From an optimization exercise on the open Yosys and OpenROAD flow, aimed at small area, a short achievable clock period and few clock cycles; shortcuts taken in it are not production practice. For this run, only the layout was checked, not whether the RTL still works. Power is estimated from default activity; no workload was simulated.

`flow/design.v`:
```
module sctp_dec (
    input  wire        clk,
    input  wire        rst,
    input  wire        in_valid,
    output wire        in_ready,
    input  wire [63:0] in_data,
    input  wire        in_last,
    input  wire [3:0]  in_cnt,
    output reg         ev_valid,
    input  wire        ev_ready,
    output reg  [3:0]  ev_type,
    output reg  [1:0]  ev_refk,
    output reg  [31:0] ev_off,
    output reg  [63:0] ev_value,
    output reg  [31:0] ev_size,
    output reg         ev_fault,
    output reg  [2:0]  ev_cause
);
    localparam [1:0] REF_NULL  = 2'd0;
    localparam [1:0] REF_INBUF = 2'd1;
    localparam [1:0] REF_TEMP  = 2'd2;
    localparam [2:0] C_TRUNCATED = 3'd1;
    localparam [2:0] C_OVERFLOW  = 3'd2;
    localparam [2:0] C_UNKNOWN   = 3'd5;
    reg        e0v, e1v;         
    reg        e0l, e1l;         
    reg [7:0]  e0m, e1m;         
    reg [63:0] e0d, e1d;
    reg [23:0] pb;               
    reg        pl;               
    reg [2:0]  pm;               
    reg        skip;             
    reg        drain;            
    reg [7:0]  oh;               
    reg [32:0] se;               
    reg [4:0]  sof;
    reg [3:0]  shl;              
    reg [28:0] bpos;             
    assign in_ready = !e1v;
    wire inacc = in_valid && !e1v;
    wire slot_free = !ev_valid || ev_ready;
    wire e0w = e0v && !pl;
    wire e1w = e0w && !e0l && e1v;
    wire ek  = pl || (e0v && (e0l || (e1v && e1l)));    
    wire [18:0]  mw  = {e1m & {8{e1w}}, e0m & {8{e0w}}, pm};    
    wire [151:0] win = {e1d, e0d, pb};
    wire [18:0] cb;              
    genvar gi;
    generate
        for (gi = 0; gi < 19; gi = gi + 1) begin : g_cb
            assign cb[gi] = win[8*gi+7];
        end
    endgenerate
    reg [7:0]  v_adv;            
    reg [7:0]  v_emit;           
    reg [7:0]  v_term;           
    reg [7:0]  v_vlsk;           
    reg [7:0]  v_p1, v_p2;       
    reg [7:0]  v_sg;             
    reg [7:0]  v_ohn [0:7];      
    reg [3:0]  v_nb  [0:7];      
    reg [4:0]  v_vs  [0:7];      
    reg [2:0]  v_cs  [0:7];      
    reg [1:0]  v_vh  [0:7];      
    reg [7:0]  ph;
    reg [3:0]  pt, pmt;
    reg [10:0] pkeep;
    reg [10:1] pterm;
    reg [3:0]  pnb;
    reg [4:0]  pn, pvs, pvn;
    reg        pfound, povf, pok, pvfit, psg, phv;
    reg        c_short, c_fix, c_leb, c_vs, c_vl, c_14, c_15;
    integer i, k;
    always @(*) begin
        for (i = 0; i < 8; i = i + 1) begin
            ph  = win[8*i +: 8];
            pt  = ph[3:0];
            pmt = ph[7:4];
            phv = mw[i];
            c_short = (pt == 4'd12);
            c_14    = (pt == 4'd14);
            c_15    = (pt == 4'd15);
            c_leb   = (pt == 4'd8) || (pt == 4'd9);
            c_vs    = (pt == 4'd13) && (pmt != 4'd15);
            c_vl    = (pt == 4'd13) && (pmt == 4'd15);
            c_fix   = !(c_short || c_14 || c_15 || c_leb || pt == 4'd13);
            pkeep[0] = 1'b1;
            for (k = 1; k <= 10; k = k + 1)
                pkeep[k] = pkeep[k-1] & cb[i+k];
            pnb = 4'd0;
            psg = 1'b0;
            pvs = 5'd0;
            for (k = 1; k <= 10; k = k + 1) begin
                pterm[k] = pkeep[k-1] & !cb[i+k];
                if (pterm[k]) pnb = pnb | k[3:0];
                if (pterm[k]) pvs = pvs | (i + 1 + k);
                if (pterm[k] && k < 10) psg = psg | win[8*(i+k)+6];
            end
            pfound = 1'b0;
            for (k = 1; k <= 10; k = k + 1)
                pfound = pfound | (!cb[i+k] & mw[i+k]);
            povf = pkeep[10] & mw[i+10];
            pvfit = 1'b0;
            pvn = 5'd0;
            for (k = 0; k < 15; k = k + 1)
                if (pmt == k) begin
                    pvfit = (i + k < 19) ? mw[i+k] : 1'b0;
                    pvn = i + 1 + k;
                end
            case (pt)
                4'd0, 4'd1:        begin pok = mw[i+1]; pn = i + 2; end
                4'd2, 4'd3:        begin pok = mw[i+2]; pn = i + 3; end
                4'd4, 4'd5, 4'd10: begin pok = mw[i+4]; pn = i + 5; end
                4'd12:             begin pok = 1'b1;    pn = i + 1; end
                4'd8, 4'd9:        begin pok = 1'b1;    pn = pvs;   end
                4'd13:             begin pok = 1'b1;    pn = pvn;   end
                default:           begin pok = mw[i+8]; pn = i + 9; end
            endcase
            v_emit[i] = phv && (c_short || (c_fix && pok) || (c_leb && pfound) || (c_vs && pvfit));
            v_adv[i]  = phv && (c_short || (c_fix && pok) || (c_leb && pfound) || (c_vs && (pvfit || !ek)));
            v_vlsk[i] = phv && c_vl && pfound;
            v_term[i] = (!phv && ek) ||
                        (phv && (c_14 || c_15 ||
                                 ((c_leb || c_vl) && !pfound && (povf || ek)) ||
                                 (c_fix && !pok && ek) ||
                                 (c_vs && !pvfit && ek)));
            v_cs[i] = (!phv || c_15) ? 3'd0 :
                      c_14 ? C_UNKNOWN :
                      ((c_leb || c_vl) && povf) ? C_OVERFLOW : C_TRUNCATED;
            v_p1[i]  = pn[4] | pn[3];
            v_p2[i]  = pn[4];
            v_ohn[i] = 8'd1 << pn[2:0];
            v_nb[i]  = pnb;
            v_vs[i]  = pvs;
            v_sg[i]  = psg;
            v_vh[i]  = pn[4] ? (e1w ? 2'd0 : e0w ? 2'd1 : 2'd2) :
                       pn[3] ? (e0w ? 2'd0 : 2'd1) : 2'd0;
        end
    end
    wire adv   = |(oh & v_adv);
    wire emit  = |(oh & v_emit);
    wire term  = |(oh & v_term);
    wire vlsk  = |(oh & v_vlsk);
    wire a_p1  = |(oh & v_p1);
    wire a_p2  = |(oh & v_p2);
    wire lsign = |(oh & v_sg);
    reg [7:0] ohn;
    reg [3:0] nb;
    reg [4:0] vs;
    reg [2:0] cause;
    reg [1:0] vs_hi;
    reg [2:0] o;                 
    always @(*) begin
        ohn = 8'd0; nb = 4'd0; vs = 5'd0; cause = 3'd0; vs_hi = 2'd0; o = 3'd0;
        for (i = 0; i < 8; i = i + 1)
            if (oh[i]) begin
                ohn   = ohn   | v_ohn[i];
                nb    = nb    | v_nb[i];
                vs    = vs    | v_vs[i];
                cause = cause | v_cs[i];
                vs_hi = vs_hi | v_vh[i];
                o     = o     | i[2:0];
            end
    end
    reg [87:0] x;
    always @(*) begin
        x = 88'd0;
        for (i = 0; i < 8; i = i + 1)
            if (oh[i]) x = x | win[8*i +: 88];
    end
    wire [3:0]  t = x[3:0];
    wire [3:0]  m = x[7:4];
    wire        vl = (m == 4'd15);
    reg [9:0]  keep;
    reg [63:0] lval;
    reg        fill;
    always @(*) begin
        keep[0] = 1'b1;
        for (k = 1; k < 10; k = k + 1)
            keep[k] = keep[k-1] & x[8*k+7];
        fill = t[0] && !t[2] && lsign;       
        for (k = 0; k < 9; k = k + 1)
            lval[7*k +: 7] = keep[k] ? x[8*(k+1) +: 7] : {7{fill}};
        lval[63] = keep[9] ? x[80] : fill;
    end
    reg [3:0]  fw;
    reg        fbit;
    reg [63:0] fval;
    always @(*) begin
        case (t)
            4'd0, 4'd1:        fw = 4'd1;
            4'd2, 4'd3:        fw = 4'd2;
            4'd4, 4'd5, 4'd10: fw = 4'd4;
            default:           fw = 4'd8;
        endcase
        case (t)
            4'd0:    fbit = x[15];
            4'd2:    fbit = x[23];
            4'd4:    fbit = x[39];
            default: fbit = 1'b0;
        endcase
        for (k = 0; k < 8; k = k + 1)
            fval[8*k +: 8] = (k < fw) ? x[8*(k+1) +: 8] : {8{fbit}};
    end
    function [28:0] inc29(input [28:0] a);
        integer j;
        for (j = 0; j < 29; j = j + 1)
            inc29[j] = a[j] ^ ((a & ((29'd1 << j) - 29'd1)) == ((29'd1 << j) - 29'd1));
    endfunction
    function [28:0] dec29(input [28:0] a);
        integer j;
        for (j = 0; j < 29; j = j + 1)
            dec29[j] = a[j] ^ ((a & ((29'd1 << j) - 29'd1)) == 29'd0);
    endfunction
    wire [28:0] bm1 = dec29(bpos);
    wire [28:0] bp1 = inc29(bpos);
    wire [28:0] bp2 = {inc29({1'b0, bpos[28:1]}), bpos[0]};
    wire [31:0] hpos = {(oh[0] | oh[1] | oh[2]) ? bm1 : bpos, o - 3'd3};
    wire [31:0] qpos = {(oh[0] | oh[1]) ? bm1 : bpos, o - 3'd2};
    wire        vl_huge = |lval[63:32];
    reg [3:0]  r_type;
    reg [1:0]  r_refk;
    reg [31:0] r_off;
    reg [63:0] r_value;
    reg [31:0] r_size;
    always @(*) begin
        r_type = t; r_refk = REF_INBUF; r_off = qpos; r_value = fval; r_size = {28'd0, fw};
        if (term) begin
            r_type = (cause == 3'd0) ? 4'd15 : 4'd0; r_refk = REF_NULL;
            r_off = (cause == 3'd0) ? 32'd0 : hpos;
            r_value = 64'd0; r_size = 32'd0;
        end else begin
            case (t)
                4'd12: begin
                    r_off = hpos; r_value = {60'd0, m}; r_size = 32'd1;
                end
                4'd8, 4'd9: begin
                    r_refk = REF_TEMP; r_off = 32'd0; r_value = lval; r_size = 32'd8;
                end
                4'd13: begin
                    if (!emit) r_off = hpos;
                    r_value = {32'd0, qpos};
                    r_size = vl ? lval[31:0] : {28'd0, m};
                end
                default: ;
            endcase
        end
    end
    wire        s_small = (se[32:5] == 28'd0);
    wire [5:0]  s_es    = {1'b0, se[4:0]} + {1'b0, sof};
    wire [20:0] mw1     = {1'b0, mw, 1'b1};
    wire        s_fit   = s_small && (s_es < 6'd20) && mw1[s_es[4:0]];
    wire        s_ge8   = !s_small || (s_es[5:3] != 3'd0);
    wire        s_ge16  = !s_small || (s_es[5:4] != 2'd0);
    wire [31:0] s_q     = ev_off + {28'd0, shl};
    wire [29:0] se_dec  = se[32:3] - 30'd1;
    wire hdr   = !skip && !drain;
    wire hstep = hdr && slot_free;
    wire t_nb  = pl || (e0v && e0l) || (e0v && e1v && e1l);
    wire t_p2  = !pl && e0v && e1v && !e0l;
    wire t_p1  = !pl && e0v && (e0l || !e1v);
    wire h_p2  = e1w && a_p2;
    wire h_p1  = e0w && a_p1 && !h_p2;
    reg pop1, pop2, newbuf, sk_emit, sk_fault;
    always @(*) begin
        pop1 = 1'b0; pop2 = 1'b0; newbuf = 1'b0; sk_emit = 1'b0; sk_fault = 1'b0;
        if (drain) begin
            pop1 = e0v;
            newbuf = e0v && e0l;
        end else if (skip) begin
            if (s_fit) begin
                sk_emit = 1'b1;
                pop2 = s_ge16 && e1w;
                pop1 = s_ge8 && e0w && !pop2;
            end else if (ek) begin
                sk_fault = 1'b1;
                newbuf = 1'b1;
                pop1 = !pl && e0l;
                pop2 = !pl && !e0l;
            end else begin
                pop1 = s_ge8 && e0w;
            end
        end else if (slot_free) begin
            pop2   = (adv && h_p2) || (term && t_p2);
            pop1   = (adv && h_p1) || (term && t_p1);
            newbuf = term && t_nb;
        end
    end
    wire [7:0] imask = in_last ? therm8(in_cnt) : 8'hff;
    function [7:0] therm8(input [3:0] c);
        integer j;
        for (j = 0; j < 8; j = j + 1)
            therm8[j] = (j < c);
    endfunction
    always @(posedge clk) begin
        if (!e1v)
            e1d <= in_data;
        if (pop1 && e1v)
            e0d <= e1d;
        else if (pop1 || !e0v)
            e0d <= in_data;
        if (pop2)
            pb <= e1d[63:40];
        else if (pop1)
            pb <= e0d[63:40];
        if (rst) begin
            e0v <= 1'b0; e1v <= 1'b0; e0l <= 1'b0; e1l <= 1'b0;
            e0m <= 8'd0; e1m <= 8'd0;
            pl <= 1'b0; pm <= 3'b111;
            skip <= 1'b0; drain <= 1'b0;
            oh <= 8'b0000_1000;
            se <= 33'd0;
            sof <= 5'd0;
            shl <= 4'd0;
            bpos <= 29'd0;
            ev_valid <= 1'b0;
        end else begin
            if (pop2) begin
                e0v <= 1'b0;
                e1v <= 1'b0;
            end else if (pop1) begin
                if (e1v) begin
                    e0v <= 1'b1; e0l <= e1l; e0m <= e1m;
                    e1v <= 1'b0;
                end else begin
                    e0v <= inacc; e0l <= in_last; e0m <= imask;
                end
            end else if (inacc) begin
                if (e0v) begin
                    e1v <= 1'b1; e1l <= in_last; e1m <= imask;
                end else begin
                    e0v <= 1'b1; e0l <= in_last; e0m <= imask;
                end
            end
            if (newbuf) begin
                pl <= 1'b0;
                pm <= 3'b111;
                bpos <= 29'd0;
            end else if (pop2) begin
                bpos <= bp2;
                pl <= e1l;
                pm <= e1m[7:5];
            end else if (pop1) begin
                bpos <= bp1;
                pl <= e0l;
                pm <= e0m[7:5];
            end
            if (newbuf) begin
                skip <= 1'b0; drain <= 1'b0;
                oh <= 8'b0000_1000;
            end else if (skip) begin
                if (sk_emit) skip <= 1'b0;
                oh <= 8'd1 << s_es[2:0];
                if (s_small) begin
                    se  <= {27'd0, s_es - {1'b0, pop2, pop1, 3'b000}};
                    sof <= 5'd0;
                end else begin
                    if (pop1) se <= {se_dec, se[2:0]};
                end
            end else if (hstep) begin
                if (term) drain <= 1'b1;
                if (adv) oh <= ohn;
                if (adv && !emit) begin          
                    skip <= 1'b1;
                    se   <= {28'd0, vs_hi, ohn[7] | ohn[6] | ohn[5] | ohn[4],
                             ohn[7] | ohn[6] | ohn[3] | ohn[2],
                             ohn[7] | ohn[5] | ohn[3] | ohn[1]};
                    sof  <= 5'd0;
                    shl  <= 4'd1;
                end
                if (vlsk) begin                  
                    skip <= 1'b1;
                    se   <= vl_huge ? {33{1'b1}} : {1'b0, lval[31:0]};
                    sof  <= vs;
                    shl  <= nb + 4'd1;
                end
            end
            if (ev_valid && ev_ready)
                ev_valid <= 1'b0;
            if (hstep) begin
                ev_valid <= emit || term;
                ev_type  <= r_type;
                ev_refk  <= r_refk;
                ev_off   <= r_off;
                ev_value <= r_value;
                ev_size  <= r_size;
                ev_fault <= term && (cause != 3'd0);
                ev_cause <= term ? cause : 3'd0;
            end else if (sk_emit) begin
                ev_valid <= 1'b1;
                ev_off   <= s_q;
                ev_value <= {32'd0, s_q};
            end else if (sk_fault) begin
                ev_valid <= 1'b1;
                ev_type  <= 4'd0;
                ev_refk  <= REF_NULL;
                ev_value <= 64'd0;
                ev_size  <= 32'd0;
                ev_fault <= 1'b1;
                ev_cause <= C_TRUNCATED;
            end
        end
    end
endmodule
```
`flow/run.sh`:
```
#!/bin/bash
# synth_recipe.tcl (not shown) runs the flow's synth.tcl, then flattens the netlist and writes it again
# the make line also repeats each setting of config.mk as NAME=value (left out here)
make -C /OpenROAD-flow-scripts/flow DESIGN_CONFIG=/design/flow/config.mk WORK_HOME=/design/flow/orfs CLKGATE_MAP_FILE= SYNTH_SCRIPT=/design/flow/synth_recipe.tcl finish
```
`flow/config.mk`:
```
export PLATFORM = sky130hd
export DESIGN_NAME = sctp_dec
export DESIGN_NICKNAME = sctp_dec
export VERILOG_FILES = /design/flow/design.v
export SDC_FILE = /design/flow/constraint.sdc
export NUM_CORES = 4
export LEC_CHECK = 0
export CAP_MARGIN = 20
export CORE_MARGIN = 2
export CORE_UTILIZATION = 40
export SETUP_SLACK_MARGIN = 1.5
export SLEW_MARGIN = 20
```
`flow/constraint.sdc`:
```
create_clock -name core_clock -period 6.0 [get_ports {clk}]
set_input_delay 1.2000 -clock core_clock [delete_from_list [all_inputs] [get_ports {clk}]]
set_output_delay 1.2000 -clock core_clock [all_outputs]
set_load 0.01 [all_outputs]
```
==> flow_summary.toml <==
[clocking]
cts_tree = "yes"
cts_hold_buf = 0
clk_transition_reported_paths_ps = 60
cts_buffers = 47
h-tree-depth = 2
cts_buffer_depth = 3
clock_sinks = 396
clock_latency_ps = 640
cts_root_buf = "clkbuf_16"

[critical_path]
r2r-start = "pl"
startpoint = "pl"
reg2regPathDepth = 15
end_kind = "register"
crit_type = "reg -> reg"
timing.rr.end = "se[12]"
critPathMaxFanout = 25
worst-r2r-setup-slack_ps = 1370
endpoint = "se[12]"
worst_ep_arrival_time_ps = 5090
worstPathRequired_ps = 6460
cp-start-kind = "register"

[yosys]
netlist_area_um2 = 32500
synthCells = 4005
synthArstFlopShare = 0
yosysUniqueCellTypes = 99
yosysWarnings = 6
syn-num-nets = 4114
synth-seq-area-share = 0.333
ys.flop_type = "edfxtp_1"
synth_edf_count = 290
ys_ff_latch = 396
postSynthAreaPerCell_um2 = 8.12

[drt]
postRouteAntennaNets = 0
drt-total-wl_um = 192000
drc = 0
wire_per_inst_um = 35.8
num_vias = 38238
drt_iter0_markers = 6444
viasPerCell = 7.14
dr.pass1.iters = 8

[sta]
hold_ws_ps = 469
period_share = 0.772
setup_viol = 0
slew_viol_final = 0
fin_tns_setup_ps = 0
worst_pin_slew_ps = 1420
fin_crit_ps = 4630
rsz0062_at_grt = "yes"
fmax_mhz = 216
hold_viol = 0
slew_headroom = 0.0535
finClkSkew_ps = 54.0

[power_and_ir_drop]
powerDensity_nw_per_um2 = 593
ir_worst_vdd_mv = 0.320
leakagePower_uw = 0.0143

[finish]
instances_no_fill = 5356
fin_util = 0.501
syn_to_final_growth_pct = 24.1
nets = 4359
multi_input_area_um2 = 20600
seq_area_um2 = 10900
final.fill_count = 7798
drive_gt1_frac = 0.183

[floorplanning]
dieArea_um2 = 83600
die_x_um = 289
rows = 104
coreArea_um2 = 80500
pin_count = 213
initial_utilization = 0.404
die_height_um = 289

[flow_run]
cap_violations = 0

[global_route]
grt_pass1_vias = 34777
track_usage = 0.439
antenna_found_initial = 11
grt_max_degree = 66
grt_pass1_wl_um = 264000
overflow = 0

[place]
dp_hpwl_um = 142000
portBuffers = 212
dp_cells = 5080
gp_congestion = 1.10

[min_path]
hold_path_class = "reg -> reg"

[status]
status = "no timing/DRC/antenna violations"
[synth_stat cells (31+ instances only)]
| cell type | number | area (um^2) |
|---|---|---|
| nor2_1 | 336 | 1260 |
| nand2_1 | 334 | 1250 |
| clkbuf_1 | 325 | 1220 |
| a22oi_1 | 322 | 2420 |
| edfxtp_1 | 290 | 8710 |
| a21oi_1 | 248 | 1240 |
| o21ai_0 | 228 | 1140 |
| nand4_1 | 130 | 813 |
| nor3_1 | 121 | 606 |
| nand3_1 | 112 | 561 |
| dfxtp_1 | 106 | 2120 |
| inv_1 | 100 | 375 |
| mux2_2 | 95 | 1070 |
| o22ai_1 | 81 | 507 |
| xnor2_1 | 66 | 578 |
| a31oi_1 | 58 | 363 |
| buf_1 | 57 | 214 |
| nor4_1 | 47 | 294 |
| nor2b_1 | 45 | 282 |
| or3_1 | 44 | 275 |
| a211oi_1 | 43 | 323 |
| nand2b_1 | 40 | 250 |
| o211ai_1 | 40 | 300 |
| xor2_1 | 39 | 342 |
| and3_1 | 37 | 231 |
| ha_1 | 33 | 413 |
| buf_2 | 31 | 155 |
[sequential cells by signal, indices dropped and copies added, names as in the netlist, 24 cells and up]
name and count:
bpos 29, e1d 64, e0d 64, se 33, ev_value 64, ev_size 32
pb 24, ev_off 32
[layer usage]
metal,part of all wire,GRT usage
met2,0.41,0.643
met1,0.37,0.561
met5,0.0012,0.0153
met4,0.076,0.260
met3,0.14,0.143
[metrics by stage]
step                      instance area [um^2]  setup WS, ps  power, uW
after global routing                     40400          1370      24500
final                                    40400          1370      24000
after CTS                                38900          1430      22400
after global placement                   36100           643      18800
after detailed placement                 36200           704      18700
after floorplan                          32500          1200      12200
[cells by family (layout without fill, tap and decap cells)]
family / count (synthesis) / count (layout) / synth area share
and+or+nand+nor: 1425 / 1428 / 0.223
xor gates and xnor gates: 105 / 105 / 0.0283
AOI/OAI and AO/OA: 1385 / 1385 / 0.291
buffers and inverters: 529 / 809 / 0.0641
muxes: 129 / 129 / 0.0457
adders and majority gates: 36 / 36 / 0.0145
DFF: 396 / 396 / 0.333
other: 0 / 8 / 0
[critical path, cell delays in order, from the launching register on]
cell and delay (ps):
dfxtp_1 340, buf_4 240, nand3b_1 320, buf_4 250, nor2_1 100, and3_1 220, a221oi_1 310, nand2_1 140
nor4_1 530, nand3_1 490, nand2_1 560, buf_4 340, nor2b_1 70, buf_4 230, nor4_1 280, nor3_1 70
[layout make-up]
class                   count  share of cell area
diodes                      8            0.000496
multi-input cells        3083               0.509
repair buffers            619               0.140
clock buffers              54              0.0298
flip-flops and latches    396               0.270
well taps                1060              0.0328
inverters                 103             0.00985
clock inverters            33             0.00843
[worst min path at each step]
stage,cells past startpoint,start,to
after floorplan,2,shl[0],shl[0]
after global placement,2,shl[0],shl[0]
after detailed placement,2,shl[0],shl[0]
after CTS,2,shl[0],shl[0]
after global routing,2,sof[0],sof[0]
final,2,shl[0],shl[0]
[power by group]
| part | internal, uW | switching [uW] | leakage, uW | total [uW] |
|---|---|---|---|---|
| combinational | 5340 | 10100 | 0.00974 | 15500 |
| sequential | 4210 | 1330 | 0.00378 | 5550 |
| clock | 1670 | 1290 | 0.000740 | 2960 |
[cell usage in the layout, fill, tap and decap left out, types with 30 or more instances in the layout]
cell and n:
a22oi_1 322, mux2_2 95, clkbuf_16 51, o211ai_1 40, nor3_1 112, clkdlybuf4s50_1 211, nor4_1 39, xor2_1 38
dfxtp_1 88, a211oi_1 41, nor2_1 328, nand3_1 108, o22ai_1 79, a31oi_1 51, nand2_1 327, inv_1 97
or3_1 41, and3_1 36, o21ai_0 219, nor2b_1 35, ha_1 30, nand2b_1 39, nand4_1 131, xnor2_1 65
edfxtp_1 290, buf_4 351, a21oi_1 241
[timing repair]
item,CTS,global route
setup endpoints to repair,405,331
resized for setup,87,128
cloned,2,8
pin swaps,12,37
buffers inserted,89,81

[static timing again, ports no longer ideal]
The results above use ideal ports. As a check the final layout listed here was re-extracted and re-timed, cells and wires unchanged.
Step 1, drivers: a clkbuf_16 drives clk and a buf_2 each remaining input, both assumed.
Step 2 also shifts input and output timing later by t, the mid clock arrival at the registers, as if the neighbouring blocks saw the same clock.
Slacks: no drivers / after step 1 / after step 2; pairs: no drivers / after step 1.
t, ns: 0.680
slack for setup (ns): 1.367 / 1.367 / 1.367
worst register clock-pin slew, ns: 0.08 / 0.08
After both steps this run still meets setup and hold. For this run, drivers alone change the setup slack by 0.000 ns; drivers and shift together by 0.000 ns.
